What follows belongs to an exercise in optimizing a design on an open flow for small area; a production flow would make more cautious choices.
The RTL was checked by simulation tests, not by an equivalence proof against the original design.

Design irps, start of the top module:
module irps (
    input  wire        clk,
    input  wire        rst,         
    input  wire        ev_valid,
    input  wire [3:0]  ev_kind,     
    input  wire [9:0]  ev_arg,
    input  wire [31:0] ev_wdata,
    output reg         rsp_valid,
    output reg         rsp_err,
    output reg  [31:0] rsp_rdata,
    output wire [2:0]  ch_en,
    output wire [2:0]  dir_out,
    output wire        err_out
);
    wire ev_reset = ev_valid && (ev_kind == 4'd0);
    wire ev_us    = ev_valid && (ev_kind == 4'd1);
    wire ev_edge  = ev_valid && (ev_kind == 4'd2);
    wire ev_ms    = ev_valid && (ev_kind == 4'd3);
    wire ev_pdone = ev_valid && (ev_kind == 4'd4);
    wire ev_rd    = ev_valid && (ev_kind == 4'd5);
    wire ev_wr    = ev_valid && (ev_kind == 4'd6);
    wire ev_bus   = ev_rd || ev_wr;
    wire srst = rst || ev_reset;
    wire [4:0] word_off = ev_arg[6:2];
    wire       bad      = (ev_arg[9:8] != 2'd2) || (ev_arg[1:0] != 2'b00) || ev_arg[7];
    wire       acc_rd   = ev_rd && !bad;
    wire       acc_wr   = ev_wr && !bad;
    wire [11:0] key_word;
    wire [31:0] snap_press, snap_seq, snap_age;
    wire        snap_v;
    irps_decoder u_dec (
        .clk        (clk),
        .rst        (srst),
        .us_tick    (ev_us),
        .edge_ev    (ev_edge),
        .edge_fall  (ev_arg[0]),
        .ms_tick    (ev_ms),
        .key_rd     (acc_rd && word_off == 5'h00),
        .key_word   (key_word),
        .snap_v     (snap_v),
        .snap_press (snap_press),
  ...
Size in the first run: ~90 I/O pins, ~16000 um^2 of cells after synthesis.
Settings: LEC_CHECK=0, CAP_MARGIN=20, CORE_MARGIN=2, CORE_UTILIZATION=55, SLEW_MARGIN=20; clock period 8.0 ns.
standard.sh (not shown) runs the stock make flow with config.mk's settings and CLKGATE_MAP_FILE= SYNTH_SCRIPT=/design/flow/synth_recipe.tcl, a recipe that flattens the netlist after the stock synthesis.
==> flow/flow/run.sh <==
#!/bin/bash
# Own layout flow: the standard synthesis; its combinational logic
# re-mapped by ABC with an area-oriented script, from four random seeds,
# keeping the smallest result (every flip-flop keeps its cell and name);
# then the standard layout steps, with the port buffers made of
# sky130_fd_sc_hd__buf_1 and a clock tree of small buffers without dummy
# loads. Each tool's output goes to a log here.
set -euo pipefail
W=$(pwd)
R=$W/orfs/results/$FLOW_PLATFORM/irps/base
bash standard.sh synth > $W/synth.log 2>&1
cp $R/1_2_yosys.v $W/standard_synth.v
for S in 1 2 3 4; do
  sed "s/@SEED@/$S/g" $W/flow/abc_area.script > $W/abc_area_$S.script
  REMAP_LIB=$FLOW_HOME/platforms/sky130hd/lib/sky130_fd_sc_hd__tt_025C_1v80.lib \
  REMAP_IN=$W/standard_synth.v REMAP_OUT=$W/remapped_$S.v REMAP_TOP=$FLOW_TOP \
  REMAP_SCRIPT=$W/abc_area_$S.script \
    yosys -c $W/flow/remap.tcl > $W/remap_$S.log 2>&1 &
done
wait
best=""; best_area=""
for S in 1 2 3 4; do
  a=$(grep "Chip area for module" $W/remap_$S.log | tail -1 | awk '{print $NF}')
  echo "seed $S area $a" >> $W/remap_choice.log
  if [[ -n "$a" && -f $W/remapped_$S.v ]]; then
    if [[ -z "$best" ]] || awk "BEGIN{exit !($a < $best_area)}"; then
      best=$S; best_area=$a
    fi
  fi
done
echo "chosen seed $best area $best_area" >> $W/remap_choice.log
cp $W/remapped_$best.v $R/1_2_yosys.v
rm -f $R/1_synth.odb
CTS_ARGS="-sink_clustering_enable -repair_clock_nets -dont_use_dummy_load"
CTS_ARGS="$CTS_ARGS -buf_list sky130_fd_sc_hd__clkbuf_4"
CTS_ARGS="$CTS_ARGS -sink_clustering_size 10 -sink_clustering_max_diameter 40"
bash standard.sh "BUFFER_PORTS_ARGS=-buffer_cell sky130_fd_sc_hd__buf_1" \
  "CTS_ARGS=$CTS_ARGS" finish > $W/layout.log 2>&1
==> flow/flow/abc_area.script <==
strash
&get -n
&st
&deepsyn -T 30 -S @SEED@
&st
&deepsyn -T 30 -S @SEED@
&dch -f
&nf -R 1000 -p
&put
Other scripts of this flow, unchanged in this note and not shown: flow/flow/remap.tcl
==> next run, changes <==
==> flow/flow/abc_area.script (replaced) <==
strash
&get -n
&st
&deepsyn -T 30 -S @SEED@
&st
&deepsyn -T 30 -S @SEED@
&dch -f
&nf -R 1000 -p -C 32 -F 16 -A 8
&put
=> The new run went through all stages and came out clean. Sequential share of layout area goes up by 0.44 points. Register-to-register slack gets worse by 290 ps. Cell area came out lower slightly.

[port drivers added, routing unchanged]
In the flow no input, the clock included, has a driving cell. The finished layouts below were timed again as built, in two steps. Step 1 (the two cells are an assumption about what drives the block):
set clk [get_ports {clk}]
set_driving_cell -lib_cell sky130_fd_sc_hd__clkbuf_16 $clk
set_driving_cell -lib_cell sky130_fd_sc_hd__buf_2 [delete_from_list [all_inputs] $clk]
Step 2 adds t to the input delays and takes it off the output delays; t is the mean of the earliest and latest rising clock arrival at the registers after step 1. Input paths then give back, and output paths get back, about the clock's delay inside the block. a / b / c = ideal / step 1 / step 2; a / b = the first two.
| run | shift t [ns] | slack for setup (ns) | worst setup path at the end | cell pins on the clock port's net |
|---|---|---|---|---|
| the first run | 0.744 | 0.647 / 0.670 / -0.073 | input to register | 1 |
| the second run | 0.750 | 0.860 / 0.883 / 0.133 | input to register | 1 |
With both steps, setup timing fails in the first run, where it was met with ideal ports. For the second run, which loses most, drivers alone change the setup slack by +0.023 ns; drivers and shift together by -0.727 ns.
